This design comes from an exercise in tuning for small area, a short achievable clock period and few clock cycles per item on the open sky130 flow, not from production work. Only simulation tests tie the RTL to the original design; equivalence was not proved. Power figures rest on the tool's default switching activity, not on a simulated workload.

### design/flow/design.v
module acc_correlator (
    input  wire        clk,
    input  wire        rst,              
    input  wire        cfg_valid,
    output wire        cfg_ready,
    input  wire [2:0]  cfg_op,
    input  wire [63:0] cfg_code,         
    input  wire [7:0]  cfg_len,
    input  wire [31:0] cfg_value,
    input  wire        cfg_detect_inv,
    input  wire        in_valid,
    output wire        in_ready,
    input  wire        in_bit,
    output wire        out_valid,
    output wire [2:0]  out_data,
    output wire        idle,
    output wire        configured,
    output wire        invert,
    output wire [5:0]  status,
    output wire        irq,
    output wire [15:0] bit_count,
    output wire [15:0] ambig_count,
    output wire [15:0] last_ambig_bit
);
    localparam [2:0] OP_RESET          = 3'd0;
    localparam [2:0] OP_CONFIG         = 3'd1;
    localparam [2:0] OP_SET_CODE       = 3'd2;
    localparam [2:0] OP_SET_THRESHOLD  = 3'd3;
    localparam [2:0] OP_SET_DETECT_INV = 3'd4;
    localparam [2:0] OP_CLEAR_STATUS   = 3'd5;
    localparam [2:0] OP_SET_IRQ_EN     = 3'd6;
    reg [63:0] data_reg;
    reg [63:0] flag_reg;
    reg [63:0] invert_reg;
    reg [63:0] code;             
    reg [6:0]  len;              
    reg [6:0]  thr;              
    reg        detect_inv;
    reg        invert_q;
    reg        configured_q;
    reg        full_q;           
    reg [15:0] bit_count_q;
    reg [15:0] ambig_count_q;
    reg [15:0] last_ambig_bit_q;
    reg        st_illegal, st_invalid, st_ambig;
    reg        ie_illegal, ie_invalid, ie_ambig;
    reg        irq_q;
    reg [7:0]  k2;               
    reg        step_d;           
    reg        amb_d;
    reg        in_rdy_q, cfg_rdy_q;
    reg        step_q;           
    reg        bit_q;
    reg        out_valid_q;
    reg [2:0]  out_data_q;
    reg        idle_q;
    localparam NG = 7;
    reg [3:0]  grp [0:NG-1];
    wire bit_acc = in_valid & in_rdy_q;
    wire cmd_acc = cfg_valid & cfg_rdy_q;
    reg [7:0]  hi_gt;            
    reg [7:0]  hi_eq;            
    reg [6:0]  lo_gt;            
    reg [63:0] mask;
    integer j;
    always @(*) begin
        for (j = 0; j < 8; j = j + 1)
            hi_eq[j] = (len[6:3] == j[3:0]);
        for (j = 0; j < 8; j = j + 1)
            hi_gt[j] = (len[6] != 1'b0) | ((len[5:3] > j[2:0]) & (j < 7));
        for (j = 0; j < 7; j = j + 1)
            lo_gt[j] = (len[2:0] > j[2:0]);
        for (j = 0; j < 64; j = j + 1)
            mask[j] = hi_gt[(63 - j) >> 3] |
                      (hi_eq[(63 - j) >> 3] & (((63 - j) & 7) == 7 ? 1'b0 : lo_gt[(63 - j) & 7]));
    end
    function [3:0] pop9(input [8:0] x);
        reg s0, c0, s1, c1, s2, c2, b0, k0, t1, k1, b1, k2;
        begin
            s0 = x[0] ^ x[1] ^ x[2]; c0 = (x[0] & x[1]) | (x[2] & (x[0] ^ x[1]));
            s1 = x[3] ^ x[4] ^ x[5]; c1 = (x[3] & x[4]) | (x[5] & (x[3] ^ x[4]));
            s2 = x[6] ^ x[7] ^ x[8]; c2 = (x[6] & x[7]) | (x[8] & (x[6] ^ x[7]));
            b0 = s0 ^ s1 ^ s2;       k0 = (s0 & s1) | (s2 & (s0 ^ s1));
            t1 = c0 ^ c1 ^ c2;       k1 = (c0 & c1) | (c2 & (c0 ^ c1));
            b1 = t1 ^ k0;            k2 = t1 & k0;
            pop9 = {k1 & k2, k1 ^ k2, b1, b0};
        end
    endfunction
    function [15:0] csa(input [7:0] a, input [7:0] b, input [7:0] c);
        reg [7:0] sm, cy;
        begin
            sm = a ^ b ^ c;
            cy = (a & b) | (c & (a ^ b));
            csa = {sm, cy[6:0], 1'b0};
        end
    endfunction
    function top7(input [7:0] a, input [7:0] b, input cin);
        reg [6:0] g, p;
        reg [6:0] g1, p1, g2, p2, g3;
        integer i;
        begin
            g = a[6:0] & b[6:0];
            p = a[6:0] ^ b[6:0];
            g[0] = g[0] | (p[0] & cin);
            for (i = 0; i < 7; i = i + 1) begin
                g1[i] = (i >= 1) ? g[i] | (p[i] & g[i-1]) : g[i];
                p1[i] = (i >= 1) ? p[i] & p[i-1] : p[i];
            end
            for (i = 0; i < 7; i = i + 1) begin
                g2[i] = (i >= 2) ? g1[i] | (p1[i] & g1[i-2]) : g1[i];
                p2[i] = (i >= 2) ? p1[i] & p1[i-2] : p1[i];
            end
            for (i = 0; i < 7; i = i + 1)
                g3[i] = (i >= 4) ? g2[i] | (p2[i] & g2[i-4]) : g2[i];
            top7 = a[7] ^ b[7] ^ g3[6];
        end
    endfunction
    wire       e0 = (data_reg[0] ^ code[0]) & mask[0];
    wire [15:0] l1a = csa({4'd0, grp[0]}, {4'd0, grp[1]}, {4'd0, grp[2]});
    wire [15:0] l1b = csa({4'd0, grp[3]}, {4'd0, grp[4]}, {4'd0, grp[5]});
    wire [15:0] l2a = csa(l1a[15:8], l1a[7:0], l1b[15:8]);
    wire [15:0] l2n = csa(l1b[7:0], {4'd0, grp[6]}, {1'b0, ~thr});
    wire [15:0] l2i = csa(l1b[7:0], {4'd0, grp[6]}, k2);
    wire [15:0] l3n = csa(l2a[15:8], l2a[7:0], l2n[15:8]);
    wire [15:0] l3i = csa(l2a[15:8], l2a[7:0], l2i[15:8]);
    wire [15:0] rn  = csa(l3n[15:8], l3n[7:0], l2n[7:0]);
    wire [15:0] ri  = csa(l3i[15:8], l3i[7:0], l2i[7:0]);
    wire       m_n = ~top7(rn[15:8], rn[7:0], e0);                
    wire       m_i = top7(ri[15:8], ri[7:0], e0);                 
    function [4:0] outcome(input mn, input mi, input p, input det, input b);
        reg mt, mv, nx;
        begin
            mt = p ? mi : mn;
            mv = det & (p ? mn : mi);
            nx = p ? ~(mt & ~mv) : (mv & ~mt);
            outcome = {b ^ nx, nx, mt | mv, mv, mt & mv};
        end
    endfunction
    wire [4:0] oc00 = outcome(1'b0, 1'b0, invert_q, detect_inv, bit_q);
    wire [4:0] oc01 = outcome(1'b0, 1'b1, invert_q, detect_inv, bit_q);
    wire [4:0] oc10 = outcome(1'b1, 1'b0, invert_q, detect_inv, bit_q);
    wire [4:0] oc11 = outcome(1'b1, 1'b1, invert_q, detect_inv, bit_q);
    wire [4:0] oc = m_n ? (m_i ? oc11 : oc10) : (m_i ? oc01 : oc00);
    wire new_bit     = oc[4];
    wire invert_next = oc[3];
    wire flag_next   = oc[2];
    wire match_inv   = oc[1];
    wire ambiguous   = oc[0];
    wire [63:0] data_shift = step_q ? {data_reg[62:0], new_bit} : data_reg;
    wire [63:0] leaf = (data_shift ^ code) & mask;
    reg  [3:0]  gsum [0:NG-1];
    integer g;
    always @(*)
        for (g = 0; g < NG; g = g + 1)
            gsum[g] = pop9(leaf[9 * g + 1 +: 9]);
    wire len_ok    = (cfg_len <= 8'd64);
    wire c_reset   = cmd_acc & (cfg_op == OP_RESET);
    wire c_config  = cmd_acc & (cfg_op == OP_CONFIG) & len_ok;
    wire c_code    = cmd_acc & ((cfg_op == OP_CONFIG) | (cfg_op == OP_SET_CODE)) & len_ok;
    wire c_badlen  = cmd_acc & ((cfg_op == OP_CONFIG) | (cfg_op == OP_SET_CODE)) & ~len_ok;
    wire c_thr     = cmd_acc & ((cfg_op == OP_SET_THRESHOLD) | ((cfg_op == OP_CONFIG) & len_ok));
    wire c_det     = cmd_acc & ((cfg_op == OP_SET_DETECT_INV) | ((cfg_op == OP_CONFIG) & len_ok));
    wire c_clear   = cmd_acc & (cfg_op == OP_CLEAR_STATUS);
    wire c_irqen   = cmd_acc & (cfg_op == OP_SET_IRQ_EN);
    wire c_illegal = cmd_acc & (cfg_op == 3'd7);
    wire kill      = rst | c_reset;
    wire [6:0] thr_new = (|cfg_value[31:6]) ? 7'd64 : {1'b0, cfg_value[5:0]};
    wire configured_next = kill ? 1'b0 : (c_config ? 1'b1 : configured_q);
    wire in_rdy_next     = configured_next & ~(cfg_valid & ~cmd_acc);
    wire cfg_rdy_next    = ~in_rdy_next & ~bit_acc;
    wire full_now = full_q | bit_count_q[6] | (step_d & (&bit_count_q[5:0]));
    wire s_ill_n = ~kill & ((st_illegal & ~(c_clear & cfg_value[0])) | c_illegal);
    wire s_inv_n = ~kill & ((st_invalid & ~(c_clear & cfg_value[1])) | c_badlen);
    wire s_amb_n = ~kill & ((st_ambig | amb_d) & ~(c_clear & cfg_value[5]));
    wire ie_ill_n = ~kill & (c_irqen ? cfg_value[0] : ie_illegal);
    wire ie_inv_n = ~kill & (c_irqen ? cfg_value[1] : ie_invalid);
    wire ie_amb_n = ~kill & (c_irqen ? cfg_value[5] : ie_ambig);
    always @(posedge clk) begin
        in_rdy_q     <= ~rst & in_rdy_next;
        cfg_rdy_q    <= rst | cfg_rdy_next;
        step_q       <= ~rst & bit_acc;
        bit_q        <= in_bit;
        out_valid_q  <= ~rst & step_q;
        out_data_q   <= {invert_reg[63], flag_reg[63], data_reg[63]} & {3{full_now}};
        idle_q       <= ~bit_acc & ~step_q;
        configured_q <= configured_next;
        st_illegal <= s_ill_n;
        st_invalid <= s_inv_n;
        st_ambig   <= s_amb_n;
        ie_illegal <= ie_ill_n;
        ie_invalid <= ie_inv_n;
        ie_ambig   <= ie_amb_n;
        irq_q      <= (s_ill_n & ie_ill_n) | (s_inv_n & ie_inv_n) | (s_amb_n & ie_amb_n);
        for (g = 0; g < NG; g = g + 1)
            grp[g] <= gsum[g];
        if (c_config)
            data_reg[63:1] <= 63'd0;
        else
            data_reg[63:1] <= data_shift[63:1];
        if (c_config)
            data_reg[0] <= 1'b0;
        else if (step_q)
            data_reg[0] <= new_bit;
        if (step_q) begin
            flag_reg   <= {flag_reg[62:0],   flag_next};
            invert_reg <= {invert_reg[62:0], match_inv};
        end
        if (kill | c_config)
            invert_q <= 1'b0;
        else if (step_q)
            invert_q <= invert_next;
        step_d <= ~rst & step_q;
        amb_d  <= ~rst & step_q & ambiguous;
        if (kill | c_config) begin
            bit_count_q      <= 16'd0;
            ambig_count_q    <= 16'd0;
            last_ambig_bit_q <= 16'd0;
        end else if (step_d) begin
            bit_count_q <= bit_count_q + 16'd1;
            if (amb_d) begin
                ambig_count_q    <= ambig_count_q + 16'd1;
                last_ambig_bit_q <= bit_count_q;
            end
        end
        k2 <= (thr >= len) ? 8'd128 : 8'd128 - {1'b0, len} + {1'b0, thr};
        if (c_config)
            full_q <= 1'b0;
        else
            full_q <= full_now;
        if (c_code) begin
            code <= cfg_code;
            len  <= cfg_len[6:0];
        end
        if (c_thr)
            thr <= thr_new;
        if (c_det)
            detect_inv <= cfg_detect_inv;
    end
    assign cfg_ready      = cfg_rdy_q;
    assign in_ready       = in_rdy_q;
    assign out_valid      = out_valid_q;
    assign out_data       = out_data_q;
    assign idle           = idle_q;
    assign configured     = configured_q;
    assign invert         = invert_q;
    assign status         = {st_ambig, 3'b000, st_invalid, st_illegal};
    assign irq            = irq_q;
    assign bit_count      = bit_count_q;
    assign ambig_count    = ambig_count_q;
    assign last_ambig_bit = last_ambig_bit_q;
endmodule
### design/flow/flow/run.sh
#!/bin/bash
# The standard layout (standard.sh: standard synthesis, floorplan, power
# grid, placement, CTS, routing), with three layout choices:
#  - each port still gets its own buffer, a plain buf_1 instead of the default
#    delay buffer;
#  - clock tree synthesis without dummy loads;
#  - timing repair aimed at a larger setup margin;
set -euo pipefail
MARGIN=${MARGIN:-6.8}
bash standard.sh \
  "BUFFER_PORTS_ARGS=-buffer_cell sky130_fd_sc_hd__buf_1" \
  "CTS_ARGS=-sink_clustering_enable -repair_clock_nets -dont_use_dummy_load -sink_clustering_size 16 -sink_clustering_max_diameter 60 -buf_list {sky130_fd_sc_hd__clkbuf_8 sky130_fd_sc_hd__clkbuf_16}" \
  "ADDER_MAP_FILE=" "SETUP_SLACK_MARGIN=$MARGIN" "TNS_END_PERCENT=100" \
  finish > flow_standard.log 2>&1
### design/flow/standard.sh
#!/bin/bash
# synth_recipe.tcl (not shown) runs the flow's synth.tcl, then flattens the netlist and writes it again
# the make line also repeats each setting of config.mk as NAME=value (left out here)
make -C /OpenROAD-flow-scripts/flow DESIGN_CONFIG=/design/flow/config.mk WORK_HOME=/design/flow/orfs CLKGATE_MAP_FILE= SYNTH_SCRIPT=/design/flow/synth_recipe.tcl "${@:-finish}"
### design/flow/config.mk
export PLATFORM = sky130hd
export DESIGN_NAME = acc_correlator
export DESIGN_NICKNAME = acc_correlator
export VERILOG_FILES = /design/flow/design.v
export SDC_FILE = /design/flow/constraint.sdc
export NUM_CORES = 4
export LEC_CHECK = 0
export CAP_MARGIN = 20
export CORE_MARGIN = 2
export CORE_UTILIZATION = 60
export PLACE_DENSITY = 0.7
export SLEW_MARGIN = 20
### design/flow/constraint.sdc
create_clock -name core_clock -period 10.0 [get_ports {clk}]
set_input_delay 2.0000 -clock core_clock [delete_from_list [all_inputs] [get_ports {clk}]]
set_output_delay 2.0000 -clock core_clock [all_outputs]
set_load 0.01 [all_outputs]
==> results.py, run 1 <==
metrics = {
    "status": {
        "outcome": "timing/DRC/antenna clean",
    },
    "pwr": {
        "switching_share_of_power_pct": 34.30,
        "p_int_mw": 3.363,
        "power.clock.fraction_pct": 19.5,
        "share_comb_of_total_power_pct": 44.0,
        "power_frac_seq_pct": 36.5,
        "switchingPower_mw": 1.755,
        "power_leakage_nw": 6.311,
        "worst_ir_drop_vdd_v": 0.0002624,
        "power.density_cell_area_nw_per_um2": 272.6,
        "design_power_total_mw": 5.119,
    },
    "final_layout": {
        "layout_commonest_cell": "edfxtp_1",
        "final_layout_size_suffix_gt1_share_pct": 11.80,
        "most-common-layout-cells": "edfxtp_1 (207), buf_1 (172), nor2_1 (162), dfxtp_1 (158), xnor2_1 (152)",
        "final.fill_count": 1991,
        "finish.instance_area_sq_um": 18780,
        "layout-area-overhead-vs-synth_pct": 14.76,
        "area_used_by_multi_input_combinational_logic_sq_um": 6883,
        "number_of_antenna_diodes": 0,
        "layout.nets": 1725,
        "final-seq-area_sq_um": 9594,
    },
    "flow_run": {
        "cap_viol_max_count": 0,
    },
    "floorplanning": {
        "die_area_sq_um": 28610,
        "die_height_um": 169.2,
        "design.core.area_sq_um": 26880,
        "horizontal_die_dimension_um": 169.2,
        "io_pins": 177,
        "floorplan.initialDensity_pct": 60.89,
        "number_of_core_rows": 60,
    },
    "cts": {
        "cts_root_buffer": "clkbuf_16",
        "cts_hold_buf": 0,
        "numClockSinks": 375,
        "tritoncts": "done",
        "cts.path.max_buffers": 3,
        "ctsHtreeMaxLevel": 1,
        "clk_pin_slew_ps": 70,
        "tritoncts.num_buffers": 30,
        "worst_skew_pair.late_latency_ps": 570,
    },
    "critical_path": {
        "critical_path_data_required_time_ps": 10430,
        "critPathCaptureType": "register",
        "r2r-start": "grp[4][3]",
        "worst_r2r_path_depth": 13,
        "critical_path_arrival_ps": 4370,
        "crit_path_cell_trace": "xor3_2 -> and3_4 -> a221o_1 -> or4_4 -> and2_4 -> maj3_2 -> a31o_1 -> o211ai_1 -> o21ai_1 -> nand3_2 -> a21oi_2 -> or4_1 -> o311ai_1",
        "end_of_the_worst_register_to_register_path": "data_reg[0]",
        "reg2reg_setup_slack_ps": 6070,
        "setup.worst_path.start_class": "register",
        "critPathMaxFanout": 8,
        "worstSetupPathType": "register to register",
        "critical-path-max-stage-delay_ps": 550,
        "critical-path-slowest-cell": "xor3_2",
    },
    "sta": {
        "timing_max_transition_violations_final": 0,
        "finalHoldWorstSlack_ps": 392.4,
        "finalSetupTns_ps": 0,
        "final.setup_skew_ps": 36.21,
        "rsz0062_at_grt": "true",
        "max-slew-margin-rel_pct": 28.13,
        "report.final.hold_viol_count": 0,
        "timing.final.ws_setup_ps": 6067,
        "report.final.setup_viol": 0,
        "fmax_mhz": 254.2,
        "tightest_slew_ps": 1070,
        "post-route-min-period_ps": 3933,
        "final_min_period_over_clock_period_pct": 39.33,
    },
    "min_path": {
        "hold_path_end": "flag_reg[1]",
        "hp-start": "flag_reg[0]",
        "holdPathStages": 0,
        "min_path_type": "register to register",
    },
    "logic_synthesis": {
        "postSynthRegisterBits": 375,
        "synth_enable_flop_cells": 207,
        "synthesis.area_per_instance_sq_um": 11.48,
        "seq_area_frac_synth_pct": 58.53,
        "post_syn_area_sq_um": 16370,
        "synthArstFlopShare_pct": 0,
        "synth_cell_type_count": 72,
        "post_synth_inst_count": 1426,
        "post_synth_top_flop": "edfxtp_1",
        "yosysWarnings": 3,
    },
    "global_route": {
        "first_global_vias": 10110,
        "global_route_wire_length_before_repair_mm": 51.03,
        "remaining_global_route_overflow": 0,
        "grt_max_degree": 84,
        "number_of_antenna_violations_at_the_first_check_in_global_routing": 0,
        "all_layer_global_routing_usage_pct": 22.21,
    },
    "detailed_routing": {
        "num_vias": 10700,
        "drt-pass1-iter-count": 5,
        "route.detailed.wl_per_inst_um": 16.30,
        "initialDrtViolationCount": 608,
        "drt_drc": 0,
        "post_drt_antenna_nets": 0,
        "avgViaCountPerCell": 5.485,
        "totalWireLength_mm": 31.81,
    },
    "placed_design": {
        "place_congestion": 0.8282,
        "dp_worst_setup_slack_ps": 5132,
        "buffer_ports.inserted": 173,
        "dpl_cell_area_sq_um": 17550,
        "dp_hpwl_mm": 21.07,
    },
}
[per-layer routing]
metal	vias to the layer above	track usage, %	routed length, um
li1	5322	-	-
met1	5066	31.51	14520
met2	269	36.98	15080
met3	45	2.472	1426
met4	0	5.537	781
met5	-	0	0
[critical path: cells and delay by family (launching register included)]
kind / cells / cell delay [ps]
simple gates: 5 / 1430
compound gates: 6 / 1140
fa+ha+maj: 1 / 360
flops: 1 / 340
xor+xnor: 1 / 550
[power by group through the flow]
stage | registers (mW) | logic (mW) | clock network (mW)
final | 1.87 | 2.25 | 0.998
after global placement | 1.90 | 2.15 | 0
after CTS | 1.87 | 2.22 | 1.03
after detailed placement | 1.90 | 2.19 | 0
after global routing | 1.88 | 2.51 | 1.08
after floorplan | 1.86 | 1.88 | 0
[Yosys cell counts (14+ instances only)]
cell type / count / share of area [%]
edfxtp_1: 207 / 38
dfxtp_1: 168 / 21
nor2_1: 165 / 3.8
xnor2_1: 153 / 8.2
nand2_1: 152 / 3.5
mux2i_1: 68 / 4.2
o21ai_0: 64 / 2.0
a21oi_1: 61 / 1.9
xor2_1: 52 / 2.8
maj3_1: 48 / 2.9
clkbuf_1: 37 / 0.85
inv_1: 25 / 0.57
and2_1: 16 / 0.61
nand3_1: 16 / 0.49
o211ai_1: 14 / 0.64
[metrics by stage]
stage | instances | util [%]
finish | 1951 | 69.88
floorplan | 1428 | -
CTS | 1935 | 69.16
global placement | 1892 | 65.30
global route | 1951 | 69.88
detailed placement | 1892 | 65.30
[worst max-delay path by stage]
stage               start          end  slack [ps]  cells after the start
5_1_grt         grp[4][2]  data_reg[0]        5930                     13
4_1_cts         grp[4][3]  data_reg[0]        6140                     13
3_5_place_dp   cfg_len[2]     invert_q        5130                     10
3_3_place_gp   cfg_len[2]     invert_q        5130                      9
6_report        grp[4][3]  data_reg[0]        6070                     13
2_1_floorplan  cfg_len[2]      code[0]        6010                      4
[final cells by class]
| type | count | share of cell area, % |
|---|---|---|
| flip-flops and latches | 375 | 51.09 |
| multi-input cells | 974 | 36.65 |
| repair buffers | 206 | 5.496 |
| clock buffers | 30 | 3.997 |
| well taps | 341 | 2.272 |
| inverters | 25 | 0.4997 |
[cells by family after synthesis]
logic type | count (synthesis) | share of synthesized area, %
fa+ha+maj | 49 | 3.005
flops | 375 | 58.53
simple gates | 427 | 11.41
mux | 68 | 4.159
xor+xnor | 220 | 13.10
compound gates | 205 | 7.745
other cells | 1 | 0.02291
buf+inv | 81 | 2.026
[what timing repair did]
| action | 4_1_cts | 5_1_grt |
|---|---|---|
| setup endpoints to repair | 218 | 207 |
| endpoints found under the hold margin | 0 | 0 |
| pin swaps | 9 | 8 |
| gates resized for setup | 30 | 23 |
| buffers inserted | 9 | 16 |
| gates cloned | 4 | 0 |
Testbench counts, summed over its fixed seeds: cycles 32,024, items 32,000.
==> run 2, diff against run 1 <==
==> design/flow/flow/run.sh (replaced) <==
#!/bin/bash
# The standard layout (standard.sh: standard synthesis, floorplan, power
# grid, placement, CTS, routing), with three layout choices:
#  - each port still gets its own buffer, a plain buf_1 instead of the default
#    delay buffer;
#  - clock tree synthesis without dummy loads;
set -euo pipefail
MARGIN=${MARGIN:-7.3}
bash standard.sh \
  "BUFFER_PORTS_ARGS=-buffer_cell sky130_fd_sc_hd__buf_1" \
  "CTS_ARGS=-sink_clustering_enable -repair_clock_nets -dont_use_dummy_load -sink_clustering_size 16 -sink_clustering_max_diameter 60 -buf_list {sky130_fd_sc_hd__clkbuf_8 sky130_fd_sc_hd__clkbuf_16}" \
  "SETUP_SLACK_MARGIN=$MARGIN" "TNS_END_PERCENT=100" \
  finish > flow_standard.log 2>&1
==> run 2 against run 1 <==
  * Register-to-register slack got worse by 230 ps
  * Routed wire length increased by 58%
  * Via count increased by 12%
  * Highest routed layer unchanged
  * Synthesized cell count decreased by 11%
  * Die area decreased by 2.7%
  * Sequential share of layout area decreased by 8.7 points
  * Setup slack got worse by 230 ps
  * Cell area increased by 22%
  * Hold slack got worse by 2.9 ps
  * Still clean on timing, DRC and antenna
==> results.py, run 2 <==
metrics = {
    "critical_path": {
        "path_delay_family": "adder cells",
        "critical-path-max-stage-delay_ps": 550,
        "crit_path_cell_trace": "inv_1 -> fa_1 -> inv_1 -> fa_2 -> fa_1 -> inv_1 -> fa_2 -> inv_2 -> ha_4 -> and4b_1 -> a21oi_2 -> o221ai_4 -> xor2_4 -> a211oi_2 -> a21oi_1",
        "critPathCaptureType": "register",
        "critical_path_arrival_ps": 4450,
        "setup.worst_path.start_class": "register",
        "critical_path_data_required_time_ps": 10290,
        "critical-path-slowest-cell": "fa_1",
        "timing.critical_path.buf_inv": 4,
        "critPathMaxFanout": 5,
        "worstSetupPathType": "register to register",
        "timing.critical_path.mode_cell": "inv_1",
    },
    "min_path": {
        "min_path_type": "register to register",
    },
    "sta": {
        "final.setup_skew_ps": 75.55,
        "rsz0062_at_grt": "true",
        "max-slew-margin-rel_pct": 38.74,
        "finalHoldWorstSlack_ps": 389.5,
        "tightest_slew_ps": 918.9,
        "report.final.hold_viol_count": 0,
        "fmax_mhz": 240.1,
        "timing_max_transition_violations_final": 0,
        "final_min_period_over_clock_period_pct": 41.65,
        "report.final.setup_viol": 0,
        "finalSetupTns_ps": 0,
        "post-route-min-period_ps": 4165,
    },
    "floorplanning": {
        "number_of_core_rows": 59,
        "horizontal_die_dimension_um": 166.9,
        "io_pins": 177,
        "design.core.area_sq_um": 26060,
        "die_height_um": 166.9,
        "die_area_sq_um": 27840,
        "floorplan.initialDensity_pct": 61.07,
    },
    "final_layout": {
        "final_layout_size_suffix_gt1_share_pct": 41.15,
        "layout-area-overhead-vs-synth_pct": 43.85,
        "layout_commonest_cell": "edfxtp_1",
        "layout.nets": 1876,
        "most-common-layout-cells": "edfxtp_1 (207), buf_4 (110), buf_1 (109), dfxtp_1 (108), inv_1 (104)",
        "final.fill_count": 947,
    },
    "cts": {
        "clk_pin_slew_ps": 70,
        "numClockSinks": 375,
        "ctsHtreeMaxLevel": 1,
        "worst_skew_pair.late_latency_ps": 590,
        "cts.path.max_buffers": 3,
        "cts_hold_buf": 0,
        "tritoncts.num_buffers": 31,
        "tritoncts": "done",
        "cts_root_buffer": "clkbuf_16",
    },
    "detailed_routing": {
        "drt-pass1-iter-count": 9,
        "totalWireLength_mm": 50.29,
        "num_vias": 11970,
        "route.detailed.wl_per_inst_um": 25.31,
        "initialDrtViolationCount": 1361,
        "post_drt_antenna_nets": 0,
        "avgViaCountPerCell": 6.023,
        "drt_drc": 0,
    },
    "global_route": {
        "remaining_global_route_overflow": 0,
        "top_usage_layer": "met2",
        "global_route_wire_length_before_repair_mm": 66.44,
        "grt.met1_usage_pct": 38.82,
        "grtUsageMet2_pct": 54.29,
        "globalRouteMet3Util_pct": 3.565,
        "number_of_antenna_violations_at_the_first_check_in_global_routing": 1,
        "first_global_vias": 11950,
        "all_layer_global_routing_usage_pct": 31.12,
        "grt_max_degree": 87,
    },
    "placed_design": {
        "dp_hpwl_mm": 20.78,
        "buffer_ports.inserted": 173,
        "place_congestion": 0.8420,
    },
    "logic_synthesis": {
        "post_syn_area_sq_um": 15910,
        "yosysWarnings": 3,
        "synthesis.area_per_instance_sq_um": 12.49,
        "post_synth_top_flop": "edfxtp_1",
        "synth_cell_type_count": 50,
        "postSynthRegisterBits": 375,
        "synthTopCellsByArea": "edfxtp_1 (39%), dfxtp_1 (21%), fa_1 (8.9%)",
        "post_synth_inst_count": 1274,
        "seq_area_frac_synth_pct": 60.19,
        "yosysMostFrequentCell": "edfxtp_1",
        "synth_largest_type_area_fraction_pct": 39.06,
        "synth_enable_flop_cells": 207,
        "synth.cells.most_frequent": "edfxtp_1 (207), dfxtp_1 (168), nor2_1 (144)",
        "yosysTopAreaCell": "edfxtp_1",
        "synthArstFlopShare_pct": 0,
    },
    "pwr": {
        "worst_ir_drop_vdd_v": 0.0003676,
        "power.density_cell_area_nw_per_um2": 268.8,
        "power_leakage_nw": 8.471,
    },
    "flow_run": {
        "cap_viol_max_count": 0,
    },
    "status": {
        "outcome": "timing/DRC/antenna clean",
    },
}
run 2: cell count changes after synthesis, moves of 22 or more:
cell / before / now
fa_1: 0 / 71
maj3_1: 48 / 0
inv_1: 25 / 132
ha_1: 0 / 40
o21ai_0: 64 / 42
xnor2_1: 153 / 67
clkbuf_1: 37 / 9
nand2_1: 152 / 106
run 2: per-stage QoR:
stage | instance area, sq um | util, % | setup WS [ps] | power (mW) | instances
after floorplan | 16500 | - | 5984 | 3.522 | 1276
after global placement | 17240 | 66.16 | 5784 | 3.990 | 1749
after detailed placement | 17250 | 66.19 | 5739 | 4.062 | 1750
after CTS | 21550 | 82.71 | 5972 | 5.349 | 1932
after global routing | 22890 | 87.83 | 5698 | 6.485 | 1985
final | 22890 | 87.85 | 5835 | 6.153 | 1987
run 2: power by group:
group / internal, mW / switching [mW]
Sequential: 1.77 / 0.150
Clock: 0.542 / 0.525
Combinational: 1.44 / 1.73
run 2: repair_timing:
action | 4_1_cts | 5_1_grt
setup endpoints to repair | 303 | 290
resized for setup | 425 | 223
gates cloned | 39 | 2
buffers inserted | 112 | 51
pin swaps | 82 | 65
run 2: cells by family (layout without fill, tap and decap cells):
| group | Yosys count | in the layout | share of synthesized area, % |
|---|---|---|---|
| DFF | 375 | 375 | 60.19 |
| and+or+nand+nor | 332 | 339 | 9.207 |
| buffers and inverters | 172 | 539 | 4.442 |
| AOI/OAI and AO/OA | 114 | 114 | 4.159 |
| adders and majority gates | 111 | 111 | 12.08 |
| xor gates and xnor gates | 99 | 99 | 5.496 |
| muxes | 70 | 70 | 4.403 |
| other | 1 | 5 | 0.02356 |
run 2: worst paths after layout:
| check | startpoint | end | slack, ps | cells past startpoint |
|---|---|---|---|---|
| worst min register to register | flag_reg[1] | flag_reg[2] | 390 | 0 |
| worst max-delay path | grp[3][1] | flag_reg[0] | 5840 | 15 |
| worst min-delay path | flag_reg[1] | flag_reg[2] | 390 | 0 |
| worst max register to register | grp[3][1] | flag_reg[0] | 5840 | 15 |
run 2: area by class of cell:
class                           count  area [sq um]  area share (%)
Sequential cell                   375          9692           42.34
Clock buffer                       31         775.7           3.389
Antenna cell                        2         5.005         0.02186
Tap cell                          335         419.2           1.831
Inverter                          134         529.3           2.312
Timing Repair inverter              1         5.005         0.02186
Multi-Input combinational cell    736          7700           33.64
Timing Repair Buffer              373          3766           16.45
run 2: metal layers:
metal  wire length (um)  up-vias  part of all wire, %
met4               3796        0                  7.5
met3               3947      294                  7.8
met2              25470      816                   51
li1                   -     5018                    -
met5                  0        -                    0
met1              17080     5840                   34
==> run 3, diff against run 2 <==
--- a/design/flow/flow/run.sh
+++ b/design/flow/flow/run.sh
@@ -5,7 +5,7 @@
 #    delay buffer;
 #  - clock tree synthesis without dummy loads;
 set -euo pipefail
-MARGIN=${MARGIN:-7.3}
+MARGIN=${MARGIN:-6.2}
 bash standard.sh \
   "BUFFER_PORTS_ARGS=-buffer_cell sky130_fd_sc_hd__buf_1" \
   "CTS_ARGS=-sink_clustering_enable -repair_clock_nets -dont_use_dummy_load -sink_clustering_size 16 -sink_clustering_max_diameter 60 -buf_list {sky130_fd_sc_hd__clkbuf_8 sky130_fd_sc_hd__clkbuf_16}" \
==> run 3 against run 2 <==
  * Still clean
  * Register-to-register slack improved by 30 ps
  * Cell area down 22%
  * Combinational power down 24%
  * First-iteration DRC count shrank 48%
  * Critical path type unchanged
  * Critical path depth up 1
  * Total power fell by 14%
==> results.py, run 3 <==
metrics = {
    "global_route": {
        "all_layer_global_routing_usage_pct": 21.40,
        "globalRouteMet3Util_pct": 2.899,
        "top_usage_layer": "met2",
        "number_of_antenna_violations_at_the_first_check_in_global_routing": 0,
        "remaining_global_route_overflow": 0,
        "grt_max_degree": 72,
        "grtUsageMet2_pct": 34.39,
        "global_route_wire_length_before_repair_mm": 47.71,
        "first_global_vias": 9383,
        "grt.met1_usage_pct": 30.84,
    },
    "final_layout": {
        "layout.core_utilization_pct": 68.38,
        "most-common-layout-cells": "edfxtp_1 (207), buf_1 (173), dfxtp_1 (163), nor2_1 (140), inv_1 (126)",
        "final_layout_size_suffix_gt1_share_pct": 5.357,
        "layout-area-overhead-vs-synth_pct": 11.97,
        "layout_commonest_cell": "edfxtp_1",
        "number_of_antenna_diodes": 0,
        "layout.nets": 1682,
    },
    "critical_path": {
        "critical_path_data_required_time_ps": 10460,
        "critPathMaxFanout": 4,
        "critPathCaptureType": "register",
        "setup.worst_path.start_class": "register",
        "worstSetupPathType": "register to register",
        "critical_path_arrival_ps": 4590,
    },
    "pwr": {
        "power_frac_seq_pct": 34.8,
        "switching_share_of_power_pct": 35.74,
        "share_comb_of_total_power_pct": 45.8,
        "p_int_mw": 3.385,
        "switchingPower_mw": 1.882,
        "power.density_cell_area_nw_per_um2": 295.6,
        "power_leakage_nw": 6.535,
        "worst_ir_drop_vdd_v": 0.0002500,
        "power.clock.fraction_pct": 19.3,
    },
    "logic_synthesis": {
        "postSynthRegisterBits": 375,
        "post_syn_area_sq_um": 15910,
        "seq_area_frac_synth_pct": 60.19,
        "yosysWarnings": 3,
        "synth_enable_flop_cells": 207,
        "synthArstFlopShare_pct": 0,
        "synthTopCellsByArea": "edfxtp_1 (39%), dfxtp_1 (21%), fa_1 (8.9%)",
        "yosysTopAreaCell": "edfxtp_1",
        "synth_cell_type_count": 50,
        "synth.cells.most_frequent": "edfxtp_1 (207), dfxtp_1 (168), nor2_1 (144)",
        "yosysMostFrequentCell": "edfxtp_1",
        "post_synth_top_flop": "edfxtp_1",
        "post_synth_inst_count": 1274,
        "synthesis.area_per_instance_sq_um": 12.49,
        "synth_largest_type_area_fraction_pct": 39.06,
    },
    "cts": {
        "worst_skew_pair.late_latency_ps": 560,
        "numClockSinks": 375,
        "ctsHtreeMaxLevel": 1,
        "cts_root_buffer": "clkbuf_16",
        "tritoncts.num_buffers": 31,
        "cts.path.max_buffers": 3,
        "clk_pin_slew_ps": 70,
        "tritoncts": "done",
        "cts_hold_buf": 0,
    },
    "sta": {
        "final.setup_skew_ps": 37.77,
        "rsz0062_at_grt": "true",
        "finalSetupTns_ps": 0,
        "timing_max_transition_violations_final": 0,
        "final_min_period_over_clock_period_pct": 41.33,
        "report.final.setup_viol": 0,
        "post-route-min-period_ps": 4133,
        "max-slew-margin-rel_pct": 39.77,
        "tightest_slew_ps": 903.4,
        "report.final.hold_viol_count": 0,
        "finalHoldWorstSlack_ps": 394.9,
        "fmax_mhz": 241.9,
    },
    "detailed_routing": {
        "num_vias": 9430,
        "drt-pass1-iter-count": 5,
        "initialDrtViolationCount": 702,
        "route.detailed.wl_per_inst_um": 16.52,
        "avgViaCountPerCell": 5.265,
        "totalWireLength_mm": 29.59,
        "post_drt_antenna_nets": 0,
        "drt_drc": 0,
    },
    "floorplanning": {
        "io_pins": 177,
        "die_height_um": 166.9,
        "horizontal_die_dimension_um": 166.9,
        "die_area_sq_um": 27840,
        "design.core.area_sq_um": 26060,
        "floorplan.initialDensity_pct": 61.07,
        "number_of_core_rows": 59,
    },
    "flow_run": {
        "cap_viol_max_count": 0,
    },
    "min_path": {
        "min_path_type": "register to register",
    },
    "placed_design": {
        "place_congestion": 0.8724,
        "dp_hpwl_mm": 21.09,
        "buffer_ports.inserted": 173,
    },
    "status": {
        "outcome": "timing/DRC/antenna clean",
    },
}
## run 3: cells by family after synthesis
| group | after synthesis | share of synthesized area [%] |
|---|---|---|
| adder cells (fa/ha/maj) | 111 | 12.08 |
| flip-flops | 375 | 60.19 |
| AND/OR/NAND/NOR | 332 | 9.207 |
| multiplexers | 70 | 4.403 |
| AO/OA/AOI/OAI | 114 | 4.159 |
| buffers and inverters | 172 | 4.442 |
| other | 1 | 0.02356 |
| XOR/XNOR | 99 | 5.496 |
## run 3: power by group through the flow
| stage | Sequential [mW] | Combinational [mW] | Clock, mW |
|---|---|---|---|
| 2_1_floorplan | 1.85 | 1.58 | 0 |
| 3_3_place_gp | 1.86 | 2.01 | 0 |
| 3_5_place_dp | 1.87 | 2.08 | 0 |
| 4_1_cts | 1.83 | 2.25 | 1.05 |
| 5_1_grt | 1.85 | 2.78 | 1.11 |
| 6_report | 1.83 | 2.41 | 1.02 |
## run 3: area by class of cell
cell class | instances | area (sq um)
Sequential cell | 375 | 9588
Fill cell | 1905 | 8239
Multi-Input combinational cell | 729 | 5759
Clock buffer | 31 | 775.7
Timing Repair Buffer | 187 | 774.5
Inverter | 134 | 503.0
Tap cell | 335 | 419.2
## run 3: metal layers
| layer | up-vias | wire (um) |
|---|---|---|
| met3 | 50 | 1426 |
| met2 | 264 | 13580 |
| met4 | 0 | 788 |
| met5 | - | 0 |
| li1 | 4601 | - |
| met1 | 4515 | 13800 |
## run 3: worst paths after layout
path / from / cells after the start / slack, ps / end
setup reg to reg: grp[5][2] / 16 / 5870 / data_reg[0]
setup / recovery: grp[5][2] / 16 / 5870 / data_reg[0]
hold / removal: flag_reg[19] / 0 / 390 / flag_reg[20]
hold reg to reg: flag_reg[19] / 0 / 390 / flag_reg[20]
## run 3: through the flow
stage | cells | instance area [sq um] | power, mW | worst slack [ps]
2_1_floorplan | 1276 | 15980 | 3.423 | 5984
3_3_place_gp | 1755 | 16900 | 3.872 | 5437
3_5_place_dp | 1755 | 16900 | 3.947 | 5357
4_1_cts | 1790 | 17750 | 5.131 | 5917
5_1_grt | 1791 | 17820 | 5.735 | 5760
6_report | 1791 | 17820 | 5.267 | 5867
## run 3: critical path: stages (launching register included)
cell and delay (ps):
dfxtp_2 320, inv_2 30, fa_1 520, fa_1 600
inv_1 60, fa_1 490, inv_2 40, fa_1 480
inv_1 50, ha_1 260, and3b_1 170, a31oi_2 200
o21ai_4 130, buf_4 160, a311oi_1 290, mux2i_1 140
o311ai_1 110
## run 3: what timing repair did
item	4_1_cts	5_1_grt
pin swaps	21	8
setup endpoints to repair	53	47
gates resized for setup	15	14
buffers inserted	4	1
==> run 4, diff against run 3 <==
--- a/design/flow/flow/run.sh
+++ b/design/flow/flow/run.sh
@@ -5,7 +5,7 @@
 #    delay buffer;
 #  - clock tree synthesis without dummy loads;
 set -euo pipefail
-MARGIN=${MARGIN:-6.2}
+MARGIN=${MARGIN:-6.8}
 bash standard.sh \
   "BUFFER_PORTS_ARGS=-buffer_cell sky130_fd_sc_hd__buf_1" \
   "CTS_ARGS=-sink_clustering_enable -repair_clock_nets -dont_use_dummy_load -sink_clustering_size 16 -sink_clustering_max_diameter 60 -buf_list {sky130_fd_sc_hd__clkbuf_8 sky130_fd_sc_hd__clkbuf_16}" \
==> run 4 against run 3 <==
  * Still clean
  * Flip-flop and latch count is the same
  * Non-clock buffer count grew 18
  * Area after synthesis is the same
  * Die area is the same
  * Cell area grew 3.7%
  * Global-route usage grew 1.0 points
  * Count of clock-buffer cells in the layout shrank 1
  * Core utilization grew 2.6 points
  * Largest cell class unchanged
  * Highest routed layer unchanged
==> results.py, run 4 <==
metrics = {
    "status": {
        "outcome": "timing/DRC/antenna clean",
    },
    "critical_path": {
        "worstSetupPathType": "register to register",
        "critPathCaptureType": "register",
        "critPathMaxFanout": 2,
        "critical_path_arrival_ps": 4300,
        "critical-path-slowest-cell": "fa_1",
        "critical-path-max-stage-delay_ps": 590,
        "crit_path_cell_trace": "inv_2 -> fa_1 -> fa_1 -> fa_1 -> fa_1 -> inv_1 -> ha_1 -> and4b_1 -> a21oi_2 -> o221ai_4 -> xnor2_2 -> buf_4 -> mux2i_1 -> and2_1",
        "critical_path_data_required_time_ps": 10320,
        "reg2reg_setup_slack_ps": 6030,
        "setup.worst_path.start_class": "register",
        "timing.critical_path.mode_cell": "fa_1",
    },
    "cts": {
        "ctsHtreeMaxLevel": 1,
        "numClockSinks": 375,
        "worst_skew_pair.late_latency_ps": 570,
        "cts_hold_buf": 0,
        "tritoncts": "done",
        "tritoncts.num_buffers": 30,
        "cts.path.max_buffers": 3,
        "clk_pin_slew_ps": 70,
        "cts_root_buffer": "clkbuf_16",
    },
    "logic_synthesis": {
        "combinational_family_with_the_most_area_after_synthesis": "adder cells",
        "synth_fa_ha_area_share_pct": 12.08,
        "seq_area_frac_synth_pct": 60.19,
        "synth_compound_area_share_pct": 4.159,
        "synthesis.area_per_instance_sq_um": 12.49,
        "post_synth_mux_area_share_pct": 4.403,
        "post_syn_area_sq_um": 15910,
        "post_synth_top_flop": "edfxtp_1",
        "post_synth_inst_count": 1274,
        "synthTopCellsByArea": "edfxtp_1 (39%), dfxtp_1 (21%), fa_1 (8.9%)",
        "synth_largest_type_area_fraction_pct": 39.06,
        "synth_enable_flop_cells": 207,
        "yosysWarnings": 3,
        "synthArstFlopShare_pct": 0,
        "synth.cells.most_frequent": "edfxtp_1 (207), dfxtp_1 (168), nor2_1 (144)",
        "yosysMostFrequentCell": "edfxtp_1",
        "synth_cell_type_count": 50,
        "post_synthesis_simple_gate_area_fraction_pct": 9.207,
        "post_synth_xor_area_fraction_pct": 5.496,
        "yosysTopAreaCell": "edfxtp_1",
        "postSynthRegisterBits": 375,
    },
    "pwr": {
        "power.density_cell_area_nw_per_um2": 289.4,
        "design_power_total_mw": 5.350,
        "worst_ir_drop_vdd_v": 0.0003230,
        "power_leakage_nw": 6.661,
    },
    "floorplanning": {
        "die_height_um": 166.9,
        "design.core.area_sq_um": 26060,
        "die_area_sq_um": 27840,
        "number_of_core_rows": 59,
        "floorplan.initialDensity_pct": 61.07,
        "io_pins": 177,
        "horizontal_die_dimension_um": 166.9,
    },
    "sta": {
        "timing_max_transition_violations_final": 0,
        "final_min_period_over_clock_period_pct": 39.75,
        "finalHoldWorstSlack_ps": 397.6,
        "final.setup_skew_ps": 52.37,
        "tightest_slew_ps": 772.4,
        "finalSetupTns_ps": 0,
        "fmax_mhz": 251.6,
        "report.final.setup_viol": 0,
        "post-route-min-period_ps": 3975,
        "rsz0062_at_grt": "true",
        "report.final.hold_viol_count": 0,
        "max-slew-margin-rel_pct": 48.11,
    },
    "final_layout": {
        "layout_commonest_cell": "edfxtp_1",
        "most-common-layout-cells": "edfxtp_1 (207), buf_1 (170), dfxtp_1 (150), nor2_1 (141), inv_1 (118)",
        "layout-area-overhead-vs-synth_pct": 16.17,
        "layout.nets": 1701,
        "finish.instance_area_sq_um": 18490,
        "final.fill_count": 1850,
        "final_layout_size_suffix_gt1_share_pct": 12.95,
    },
    "global_route": {
        "number_of_antenna_violations_at_the_first_check_in_global_routing": 1,
        "remaining_global_route_overflow": 0,
        "all_layer_global_routing_usage_pct": 22.45,
        "global_route_wire_length_before_repair_mm": 49.70,
        "first_global_vias": 9901,
        "grt_max_degree": 79,
    },
    "detailed_routing": {
        "drt_drc": 0,
        "totalWireLength_mm": 31.06,
        "route.detailed.wl_per_inst_um": 17.15,
        "post_drt_antenna_nets": 0,
        "initialDrtViolationCount": 586,
        "drt-pass1-iter-count": 5,
        "avgViaCountPerCell": 5.356,
        "num_vias": 9700,
    },
    "placed_design": {
        "place_congestion": 0.8955,
        "dp_hpwl_mm": 19.94,
        "buffer_ports.inserted": 173,
        "dpl_cell_area_sq_um": 17160,
    },
    "min_path": {
        "min_path_type": "register to register",
    },
    "flow_run": {
        "cap_viol_max_count": 0,
    },
}
==> run 4: cell counts after synthesis <==
Identical to the previous run, type by type.
==> run 4: critical path: cells and delay by family, from the launching register on <==
family	cells	cell delay [ps]
AOI/OAI and AO/OA	2	350
xor gates and xnor gates	1	230
adders and majority gates	5	2250
buffers and inverters	3	220
DFF	1	330
muxes	1	50
and+or+nand+nor	2	320
==> run 4: worst paths after layout <==
| check | startpoint | endpoint | cells after the start |
|---|---|---|---|
| max reg2reg | grp[1][2] | invert_reg[0] | 14 |
| min reg2reg | flag_reg[3] | flag_reg[4] | 0 |
| min | flag_reg[3] | flag_reg[4] | 0 |
| max | grp[1][2] | invert_reg[0] | 14 |
==> run 4: kinds of logic (layout without fill, tap and decap cells) <==
| family | count (synthesis) | in the layout |
|---|---|---|
| AO/OA/AOI/OAI | 114 | 114 |
| other | 1 | 4 |
| adder cells (fa/ha/maj) | 111 | 111 |
| XOR/XNOR | 99 | 99 |
| flip-flops | 375 | 375 |
| AND/OR/NAND/NOR | 332 | 334 |
| buffers and inverters | 172 | 369 |
| multiplexers | 70 | 70 |
==> run 4: cell type report <==
| class | count | area [sq um] | area share [%] |
|---|---|---|---|
| diodes | 1 | 2.502 | 0.01354 |
| well taps | 335 | 419.2 | 2.267 |
| clock buffers | 30 | 750.7 | 4.061 |
| repair buffers | 205 | 1115 | 6.030 |
| flip-flops and latches | 375 | 9604 | 51.95 |
| multi-input cells | 731 | 6085 | 32.91 |
| inverters | 134 | 511.7 | 2.768 |
==> run 4: layer usage <==
metal,track usage [%],part of all wire (%),routed length [um]
met1,29.20,42,13130
met4,8.358,3.9,1203
met3,3.113,4.0,1236
met5,0,0,0
met2,38.63,50,15490
==> run 4: repair_timing <==
action	in CTS	in global routing
pin swaps	17	12
resized for setup	36	34
gates cloned	6	1
setup buffers	16	7
endpoints found under the setup margin	219	145
==> run 4: metrics by stage <==
step	cells	setup WS [ps]	util, %
floorplan	1276	5984	-
global route	1810	5881	70.94
global placement	1750	5799	65.85
detailed placement	1750	5743	65.85
CTS	1802	6033	70.41
finish	1811	6026	70.95
==> run 4: where the power goes <==
part	total [mW]	internal (mW)	leakage (nW)	switching [mW]
Clock	1.00	0.524	0.370	0.479
Combinational	2.50	1.15	3.11	1.35
Sequential	1.84	1.77	3.18	0.0739
==> run 5, diff against run 4 <==
--- a/design/flow/config.mk
+++ b/design/flow/config.mk
@@ -7,6 +7,6 @@
 export LEC_CHECK = 0
 export CAP_MARGIN = 20
 export CORE_MARGIN = 2
-export CORE_UTILIZATION = 60
-export PLACE_DENSITY = 0.7
+export CORE_UTILIZATION = 75
+export PLACE_DENSITY = 0.85
 export SLEW_MARGIN = 20
==> run 5 against run 4 <==
  * Hold slack better by 19 ps
  * Sequential share of layout area down 0.083 points
  * First-iteration DRC count up 110%
  * Combinational power up 37%
  * Flip-flop and latch count unchanged
  * Cell area up 0.29%
  * Die area down 20%
  * Area after synthesis unchanged
  * Setup slack worse by 370 ps
  * Critical path depth up 1
  * Still clean on timing, DRC and antenna
  * Routed wire length up 31%
  * Via count up 12%
==> results.py, run 5 <==
metrics = {
    "final_layout": {
        "finish.instance_area_sq_um": 18540,
        "final_layout_size_suffix_gt1_share_pct": 15.09,
        "layout_commonest_cell": "edfxtp_1",
        "layout.core_utilization_pct": 88.48,
        "final.fill_count": 853,
        "most-common-layout-cells": "edfxtp_1 (207), buf_1 (170), dfxtp_1 (142), nor2_1 (139), inv_1 (114)",
        "layout-area-overhead-vs-synth_pct": 16.51,
        "layout.nets": 1710,
    },
    "logic_synthesis": {
        "synthTopCellsByArea": "edfxtp_1 (39%), dfxtp_1 (21%), fa_1 (8.9%)",
        "post_synth_inst_count": 1274,
        "post_synth_top_flop": "edfxtp_1",
        "synthArstFlopShare_pct": 0,
        "postSynthRegisterBits": 375,
        "synth_cell_type_count": 50,
        "yosysWarnings": 3,
        "yosysTopAreaCell": "edfxtp_1",
        "synthesis.area_per_instance_sq_um": 12.49,
        "synth.cells.most_frequent": "edfxtp_1 (207), dfxtp_1 (168), nor2_1 (144)",
        "post_syn_area_sq_um": 15910,
        "synth_enable_flop_cells": 207,
        "yosysMostFrequentCell": "edfxtp_1",
        "synth_largest_type_area_fraction_pct": 39.06,
        "seq_area_frac_synth_pct": 60.19,
    },
    "cts": {
        "numClockSinks": 375,
        "cts.path.max_buffers": 3,
        "cts_hold_buf": 0,
        "worst_skew_pair.late_latency_ps": 560,
        "ctsHtreeMaxLevel": 1,
        "tritoncts.num_buffers": 28,
        "tritoncts": "done",
        "clk_pin_slew_ps": 70,
        "cts_root_buffer": "clkbuf_16",
    },
    "sta": {
        "final.setup_skew_ps": 43.35,
        "report.final.hold_viol_count": 0,
        "tightest_slew_ps": 810.8,
        "post-route-min-period_ps": 4347,
        "fmax_mhz": 230.0,
        "finalSetupTns_ps": 0,
        "final_min_period_over_clock_period_pct": 43.47,
        "timing.final.ws_setup_ps": 5653,
        "rsz0062_at_grt": "true",
        "finalHoldWorstSlack_ps": 416.9,
        "max-slew-margin-rel_pct": 45.53,
        "timing_max_transition_violations_final": 0,
        "report.final.setup_viol": 0,
    },
    "critical_path": {
        "path_delay_family": "adder cells",
        "critical-path-slowest-cell": "fa_2",
        "critical_path_arrival_ps": 4650,
        "worstSetupPathType": "register to register",
        "critPathCaptureType": "register",
        "critical-path-max-stage-delay_ps": 630,
        "setup.worst_path.start_class": "register",
        "critical_path_data_required_time_ps": 10300,
        "critPathMaxFanout": 4,
        "timing.critical_path.buf_inv": 5,
        "path_depth": 15,
        "crit_path_cell_trace": "fa_2 -> inv_2 -> fa_2 -> inv_2 -> fa_1 -> inv_1 -> fa_1 -> inv_1 -> ha_1 -> nand4_1 -> o21ai_4 -> buf_6 -> nor2_1 -> a211oi_2 -> a21oi_1",
        "worst_r2r_path_depth": 15,
    },
    "placed_design": {
        "dpl_cell_area_sq_um": 17080,
        "place_congestion": 0.9072,
        "dp_worst_setup_slack_ps": 5717,
        "dp_hpwl_mm": 22.06,
        "buffer_ports.inserted": 173,
    },
    "floorplanning": {
        "number_of_core_rows": 53,
        "horizontal_die_dimension_um": 149.7,
        "floorplan.initialDensity_pct": 75.94,
        "design.core.area_sq_um": 20960,
        "io_pins": 177,
        "die_height_um": 149.7,
        "die_area_sq_um": 22400,
    },
    "detailed_routing": {
        "avgViaCountPerCell": 6.161,
        "totalWireLength_mm": 40.82,
        "drt-pass1-iter-count": 7,
        "initialDrtViolationCount": 1211,
        "num_vias": 10840,
        "post_drt_antenna_nets": 0,
        "route.detailed.wl_per_inst_um": 23.19,
        "drt_drc": 0,
    },
    "pwr": {
        "power_leakage_nw": 6.699,
        "power.density_cell_area_nw_per_um2": 338.4,
        "worst_ir_drop_vdd_v": 0.0003851,
    },
    "flow_run": {
        "cap_viol_max_count": 0,
    },
    "status": {
        "outcome": "timing/DRC/antenna clean",
    },
    "global_route": {
        "grt_max_degree": 65,
        "number_of_antenna_violations_at_the_first_check_in_global_routing": 2,
        "all_layer_global_routing_usage_pct": 34.91,
        "global_route_wire_length_before_repair_mm": 58.49,
        "remaining_global_route_overflow": 0,
        "first_global_vias": 11070,
    },
    "min_path": {
        "min_path_type": "register to register",
        "holdPathStages": 0,
    },
}
==> run 5: cell counts after synthesis <==
No cell type changed its count.
==> run 5: worst reg2reg max path: stages, from the launching register on <==
cell      delay, ps
dfxtp_2         350
fa_2            630
inv_2            70
fa_2            590
inv_2            60
fa_1            500
inv_1            60
fa_1            480
inv_1            50
ha_1            300
nand4_1         210
o21ai_4         310
buf_6           150
nor2_1           40
a211oi_2        210
a21oi_1         110
==> run 5: where the power goes <==
part           leakage, nW  internal [mW]  switching [mW]
Clock                0.345          0.492           0.489
Combinational         3.17           1.42            2.01
Sequential            3.19           1.77          0.0894
Total                 6.70           3.69            2.59
==> run 5: logic make-up after synthesis <==
group,Yosys count,synth area share [%]
flops,375,60.19
simple gates,332,9.207
buf+inv,172,4.442
compound gates,114,4.159
fa+ha+maj,111,12.08
xor+xnor,99,5.496
mux,70,4.403
other cells,1,0.02356
==> run 5: layout make-up <==
cell class              instances  area (sq um)  area share, %
diodes                          1         2.502        0.01350
clock buffers                  28         700.7          3.779
inverters                     134         515.5          2.780
multi-input cells             732          6143          33.13
flip-flops and latches        375          9617          51.87
well taps                     275         344.1          1.856
repair buffers                215          1219          6.573
==> run 5: worst paths after layout <==
check / from / slack, ps / end
worst max-delay path: grp[2][3] / 5650 / flag_reg[0]
worst min-delay path: flag_reg[18] / 420 / flag_reg[19]
worst max register to register: grp[2][3] / 5650 / flag_reg[0]
worst min register to register: flag_reg[18] / 420 / flag_reg[19]
==> run 5: layer usage <==
metal / vias to the layer above / global-route usage (%) / part of all wire, %
met3: 230 / 6.006 / 8.7
met5: - / 0 / 0
met2: 724 / 60.41 / 50
met1: 5215 / 40.74 / 34
met4: 0 / 21.65 / 7.5
li1: 4675 / - / -
==> run 5: repair_timing <==
item	CTS	global route
cloned	6	3
pin swaps	23	24
gates resized for setup	36	60
setup endpoints to repair	214	66
setup buffers	12	21
==> run 5: through the flow <==
stage               power [mW]  instances
floorplan                3.521       1276
global placement         3.965       1689
detailed placement       4.130       1689
CTS                      5.379       1735
global route             6.456       1759
finish                   6.275       1760
==> run 6, diff against run 5 <==
--- a/design/flow/design.v
+++ b/design/flow/design.v
@@ -55,7 +55,9 @@
     reg [2:0]  out_data_q;
     reg        idle_q;
     localparam NG = 7;
-    reg [3:0]  grp [0:NG-1];
+    reg [3:0]  ca_s, cb_s;
+    reg [4:1]  ca_c, cb_c;
+    reg [3:0]  g6;
     wire bit_acc = in_valid & in_rdy_q;
     wire cmd_acc = cfg_valid & cfg_rdy_q;
     reg [7:0]  hi_gt;            
@@ -116,15 +118,13 @@
         end
     endfunction
     wire       e0 = (data_reg[0] ^ code[0]) & mask[0];
-    wire [15:0] l1a = csa({4'd0, grp[0]}, {4'd0, grp[1]}, {4'd0, grp[2]});
-    wire [15:0] l1b = csa({4'd0, grp[3]}, {4'd0, grp[4]}, {4'd0, grp[5]});
-    wire [15:0] l2a = csa(l1a[15:8], l1a[7:0], l1b[15:8]);
-    wire [15:0] l2n = csa(l1b[7:0], {4'd0, grp[6]}, {1'b0, ~thr});
-    wire [15:0] l2i = csa(l1b[7:0], {4'd0, grp[6]}, k2);
-    wire [15:0] l3n = csa(l2a[15:8], l2a[7:0], l2n[15:8]);
-    wire [15:0] l3i = csa(l2a[15:8], l2a[7:0], l2i[15:8]);
-    wire [15:0] rn  = csa(l3n[15:8], l3n[7:0], l2n[7:0]);
-    wire [15:0] ri  = csa(l3i[15:8], l3i[7:0], l2i[7:0]);
+    wire [15:0] l1s = csa({4'd0, ca_s}, {3'd0, ca_c, 1'b0}, {4'd0, cb_s});
+    wire [15:0] l1n = csa({3'd0, cb_c, 1'b0}, {4'd0, g6}, {1'b0, ~thr});
+    wire [15:0] l1i = csa({3'd0, cb_c, 1'b0}, {4'd0, g6}, k2);
+    wire [15:0] l2n = csa(l1s[15:8], l1s[7:0], l1n[15:8]);
+    wire [15:0] l2i = csa(l1s[15:8], l1s[7:0], l1i[15:8]);
+    wire [15:0] rn  = csa(l2n[15:8], l2n[7:0], l1n[7:0]);
+    wire [15:0] ri  = csa(l2i[15:8], l2i[7:0], l1i[7:0]);
     wire       m_n = ~top7(rn[15:8], rn[7:0], e0);                
     wire       m_i = top7(ri[15:8], ri[7:0], e0);                 
     function [4:0] outcome(input mn, input mi, input p, input det, input b);
@@ -153,6 +153,8 @@
     always @(*)
         for (g = 0; g < NG; g = g + 1)
             gsum[g] = pop9(leaf[9 * g + 1 +: 9]);
+    wire [15:0] sa = csa({4'd0, gsum[0]}, {4'd0, gsum[1]}, {4'd0, gsum[2]});
+    wire [15:0] sb = csa({4'd0, gsum[3]}, {4'd0, gsum[4]}, {4'd0, gsum[5]});
     wire len_ok    = (cfg_len <= 8'd64);
     wire c_reset   = cmd_acc & (cfg_op == OP_RESET);
     wire c_config  = cmd_acc & (cfg_op == OP_CONFIG) & len_ok;
@@ -191,8 +193,11 @@
         ie_invalid <= ie_inv_n;
         ie_ambig   <= ie_amb_n;
         irq_q      <= (s_ill_n & ie_ill_n) | (s_inv_n & ie_inv_n) | (s_amb_n & ie_amb_n);
-        for (g = 0; g < NG; g = g + 1)
-            grp[g] <= gsum[g];
+        ca_s <= sa[11:8];
+        ca_c <= sa[4:1];
+        cb_s <= sb[11:8];
+        cb_c <= sb[4:1];
+        g6   <= gsum[6];
         if (c_config)
             data_reg[63:1] <= 63'd0;
         else
--- a/design/flow/flow/run.sh
+++ b/design/flow/flow/run.sh
@@ -8,6 +8,6 @@
 MARGIN=${MARGIN:-6.8}
 bash standard.sh \
   "BUFFER_PORTS_ARGS=-buffer_cell sky130_fd_sc_hd__buf_1" \
-  "CTS_ARGS=-sink_clustering_enable -repair_clock_nets -dont_use_dummy_load -sink_clustering_size 16 -sink_clustering_max_diameter 60 -buf_list {sky130_fd_sc_hd__clkbuf_8 sky130_fd_sc_hd__clkbuf_16}" \
+  "CTS_ARGS=-sink_clustering_enable -repair_clock_nets -dont_use_dummy_load -sink_clustering_size 24 -sink_clustering_max_diameter 80 -buf_list {sky130_fd_sc_hd__clkbuf_16}" \
   "SETUP_SLACK_MARGIN=$MARGIN" "TNS_END_PERCENT=100" \
   finish > flow_standard.log 2>&1
--- a/design/flow/config.mk
+++ b/design/flow/config.mk
@@ -7,6 +7,6 @@
 export LEC_CHECK = 0
 export CAP_MARGIN = 20
 export CORE_MARGIN = 2
-export CORE_UTILIZATION = 75
-export PLACE_DENSITY = 0.85
+export CORE_UTILIZATION = 60
+export PLACE_DENSITY = 0.7
 export SLEW_MARGIN = 20
==> run 6 against run 5 <==
  * Clock power is about 20% lower
  * Clock skew fell by 5.2 ps
  * Critical path type unchanged
  * Highest routed layer unchanged
  * Critical endpoint is now data_reg[0]
  * Core utilization shrank 14 points
  * Still clean on timing, DRC and antenna
  * Sequential power about the same
  * Critical path depth did not move
  * Combinational power fell by 44%
  * Global-route usage decreased by 11 points
  * Count of clock-buffer cells in the layout shrank 9
==> results.py, run 6 <==
metrics = {
    "logic_synthesis": {
        "seq_area_frac_synth_pct": 60.00,
        "postSynthRegisterBits": 367,
        "synth_enable_flop_cells": 207,
        "synth.cells.most_frequent": "edfxtp_1 (207), dfxtp_1 (160), nor2_1 (144)",
        "synth_cell_type_count": 53,
        "post_syn_area_sq_um": 15700,
        "yosysWarnings": 2,
        "synthTopCellsByArea": "edfxtp_1 (40%), dfxtp_1 (20%), fa_1 (9.1%)",
        "yosysTopAreaCell": "edfxtp_1",
        "synthesis.area_per_instance_sq_um": 12.62,
        "synthArstFlopShare_pct": 0,
        "post_synth_inst_count": 1244,
        "post_synth_top_flop": "edfxtp_1",
        "yosysMostFrequentCell": "edfxtp_1",
        "synth_largest_type_area_fraction_pct": 39.60,
    },
    "cts": {
        "numClockSinks": 367,
        "clk_pin_slew_ps": 90,
        "worst_skew_pair.late_latency_ps": 540,
        "ctsHtreeMaxLevel": 1,
        "tritoncts": "done",
        "cts.path.max_buffers": 3,
        "cts_hold_buf": 0,
        "cts_root_buffer": "clkbuf_16",
        "tritoncts.num_buffers": 19,
    },
    "detailed_routing": {
        "post_drt_antenna_nets": 0,
        "drt-pass1-iter-count": 6,
        "route.detailed.wl_per_inst_um": 18.70,
        "avgViaCountPerCell": 5.500,
        "num_vias": 10030,
        "initialDrtViolationCount": 790,
        "totalWireLength_mm": 34.09,
        "drt_drc": 0,
    },
    "pwr": {
        "worst_ir_drop_vdd_v": 0.0001952,
        "power.density_cell_area_nw_per_um2": 236.2,
        "design_power_total_mw": 4.558,
        "power_leakage_nw": 6.830,
    },
    "final_layout": {
        "layout.nets": 1714,
        "number_of_antenna_diodes": 0,
        "layout_commonest_cell": "edfxtp_1",
        "final_layout_size_suffix_gt1_share_pct": 21.91,
        "layout.core_utilization_pct": 74.69,
        "finish.cell_count_without_fillers": 1823,
        "most-common-layout-cells": "edfxtp_1 (207), buf_1 (170), dfxtp_1 (148), nor2_1 (133), inv_1 (88)",
        "layout-area-overhead-vs-synth_pct": 22.94,
    },
    "sta": {
        "tightest_slew_ps": 1012,
        "post-route-min-period_ps": 3556,
        "final_min_period_over_clock_period_pct": 35.56,
        "report.final.setup_viol": 0,
        "max-slew-margin-rel_pct": 32.55,
        "rsz0062_at_grt": "true",
        "final.setup_skew_ps": 38.19,
        "fmax_mhz": 281.2,
        "report.final.hold_viol_count": 0,
        "timing_max_transition_violations_final": 0,
        "finalSetupTns_ps": 0,
    },
    "min_path": {
        "min_path_type": "register to register",
    },
    "critical_path": {
        "critical-path-max-stage-delay_ps": 580,
        "critPathCaptureType": "register",
        "critPathMaxFanout": 3,
        "setup.worst_path.start_class": "register",
        "timing.critical_path.mode_cell": "inv_2",
        "critical-path-slowest-cell": "fa_1",
        "worstSetupPathType": "register to register",
        "critical_path_data_required_time_ps": 10400,
        "crit_path_cell_trace": "inv_2 -> fa_1 -> inv_2 -> fa_1 -> inv_2 -> fa_1 -> inv_2 -> ha_4 -> and4b_1 -> a21oi_2 -> o221ai_4 -> xnor2_2 -> o21ai_1 -> mux2i_1 -> o311ai_1",
        "critical_path_arrival_ps": 3960,
    },
    "placed_design": {
        "place_congestion": 0.8376,
        "buffer_ports.inserted": 173,
        "dp_hpwl_mm": 20.83,
        "place.detailed.instances": 1721,
    },
    "global_route": {
        "number_of_antenna_violations_at_the_first_check_in_global_routing": 0,
        "remaining_global_route_overflow": 0,
        "all_layer_global_routing_usage_pct": 23.67,
        "first_global_vias": 9903,
        "global_route_wire_length_before_repair_mm": 51.50,
        "grt_max_degree": 87,
    },
    "floorplanning": {
        "io_pins": 177,
        "number_of_core_rows": 59,
        "die_height_um": 165.8,
        "die_area_sq_um": 27470,
        "floorplan.initialDensity_pct": 60.76,
        "horizontal_die_dimension_um": 165.8,
        "design.core.area_sq_um": 25840,
    },
    "flow_run": {
        "cap_viol_max_count": 0,
    },
    "status": {
        "outcome": "timing/DRC/antenna clean",
    },
}
run 6: changes by cell type in the layout (fill, tap and decap cells not counted), sizes merged, moves of 10 or more:
cell and change:
xor2 +24, buf +45, xnor2 -24, nand2 -15, a21oi +10, o21ai -13
run 6: worst paths after layout:
path / slack [ps] / end / cells past startpoint / startpoint
max: 6440 / data_reg[0] / 15 / ca_s[1]
min: 420 / invert_reg[44] / 0 / invert_reg[43]
max reg2reg: 6440 / data_reg[0] / 15 / ca_s[1]
min reg2reg: 420 / invert_reg[44] / 0 / invert_reg[43]
run 6: through the flow:
stage	worst slack [ps]	instance area (sq um)	hold slack [ps]
5_1_grt	6270	19300	423.2
3_3_place_gp	5596	17030	401.8
4_1_cts	6432	18600	421.9
6_report	6444	19300	421.7
2_1_floorplan	5913	16330	400.3
3_5_place_dp	5493	17030	404.5
run 6: cell families (layout without fill, tap and decap cells):
family	Yosys count	count (layout)	synth area share [%]
simple gates	320	323	9.079
xor+xnor	99	99	5.572
other cells	1	3	0.02389
buf+inv	159	398	4.161
mux	70	70	4.464
flops	367	367	60.00
fa+ha+maj	111	111	12.24
compound gates	117	117	4.456
run 6: area by class of cell:
type / instances / area, sq um
fill: 1670 / 6539
timing repair buffer: 257 / 1615
inverter: 122 / 465.4
tap: 335 / 419.2
clock buffer: 19 / 475.5
multi-input combinational: 723 / 6887
sequential: 367 / 9437
run 6: metal layers:
metal	global-route usage [%]	routed length [um]	share of wire [%]
met5	0	0	0
met4	10.02	1559	4.6
met3	3.670	1988	5.8
met2	38.68	16500	48
met1	32.01	14040	41
run 6: critical path: cells and delay by family, from the launching register on:
| family | cells | cell delay, ps |
|---|---|---|
| fa+ha+maj | 4 | 1610 |
| compound gates | 4 | 640 |
| flops | 1 | 370 |
| buf+inv | 4 | 250 |
| mux | 1 | 200 |
| xor+xnor | 1 | 190 |
| simple gates | 1 | 180 |
run 6: timing repair:
item	4_1_cts	5_1_grt
endpoints found under the hold margin	0	0
setup endpoints to repair	212	92
buffers inserted	45	27
pin swaps	28	61
gates cloned	9	2
gates resized for setup	105	106
run 6: where the power goes:
group	total [mW]	switching, mW	leakage, nW	internal [mW]
logic	1.92	1.01	3.48	0.908
registers	1.85	0.127	3.11	1.73
clock network	0.783	0.443	0.234	0.341
Testbench counts of run 6, summed over its fixed seeds: cycles 32,024, items 32,000.

-- afterwards: timing with drivers on the ports --
The results above use ideal ports. As a check the final layouts listed here were re-extracted and re-timed, cells and wires unchanged. Step 1 assumes that a clkbuf_16 drives the clock port and a buf_2 every other input. Step 2, shift: input delay + t, output delay - t, t = (earliest + latest rising clock arrival at the registers) / 2. This alone moves slack from input paths to output paths. Slacks: ideal ports / drivers / drivers and shift; pairs: ideal ports / drivers.
run	shift t [ns]	setup WS [ns]	hold WS [ns]	latest minus earliest clock arrival (ns)	worst slew at a driven data input, ns
run 1	0.586	6.067 / 6.067 / 6.067	0.392 / 0.392 / 0.392	0.049 / 0.049	0.04
run 2	0.603	5.835 / 5.835 / 5.835	0.389 / 0.389 / 0.389	0.082 / 0.081	0.06
run 3	0.593	5.867 / 5.867 / 5.815	0.395 / 0.395 / 0.395	0.041 / 0.041	0.07
run 4	0.588	6.026 / 6.026 / 6.026	0.398 / 0.398 / 0.398	0.052 / 0.052	0.08
run 5	0.587	5.653 / 5.653 / 5.653	0.417 / 0.417 / 0.417	0.046 / 0.046	0.10
run 6	0.569	6.444 / 6.444 / 6.226	0.422 / 0.422 / 0.422	0.040 / 0.040	0.05
After both steps setup and hold are still met in every run listed. The setup slack of run 6, which loses most, moves by 0.000 ns with the drivers and by -0.218 ns with both steps.
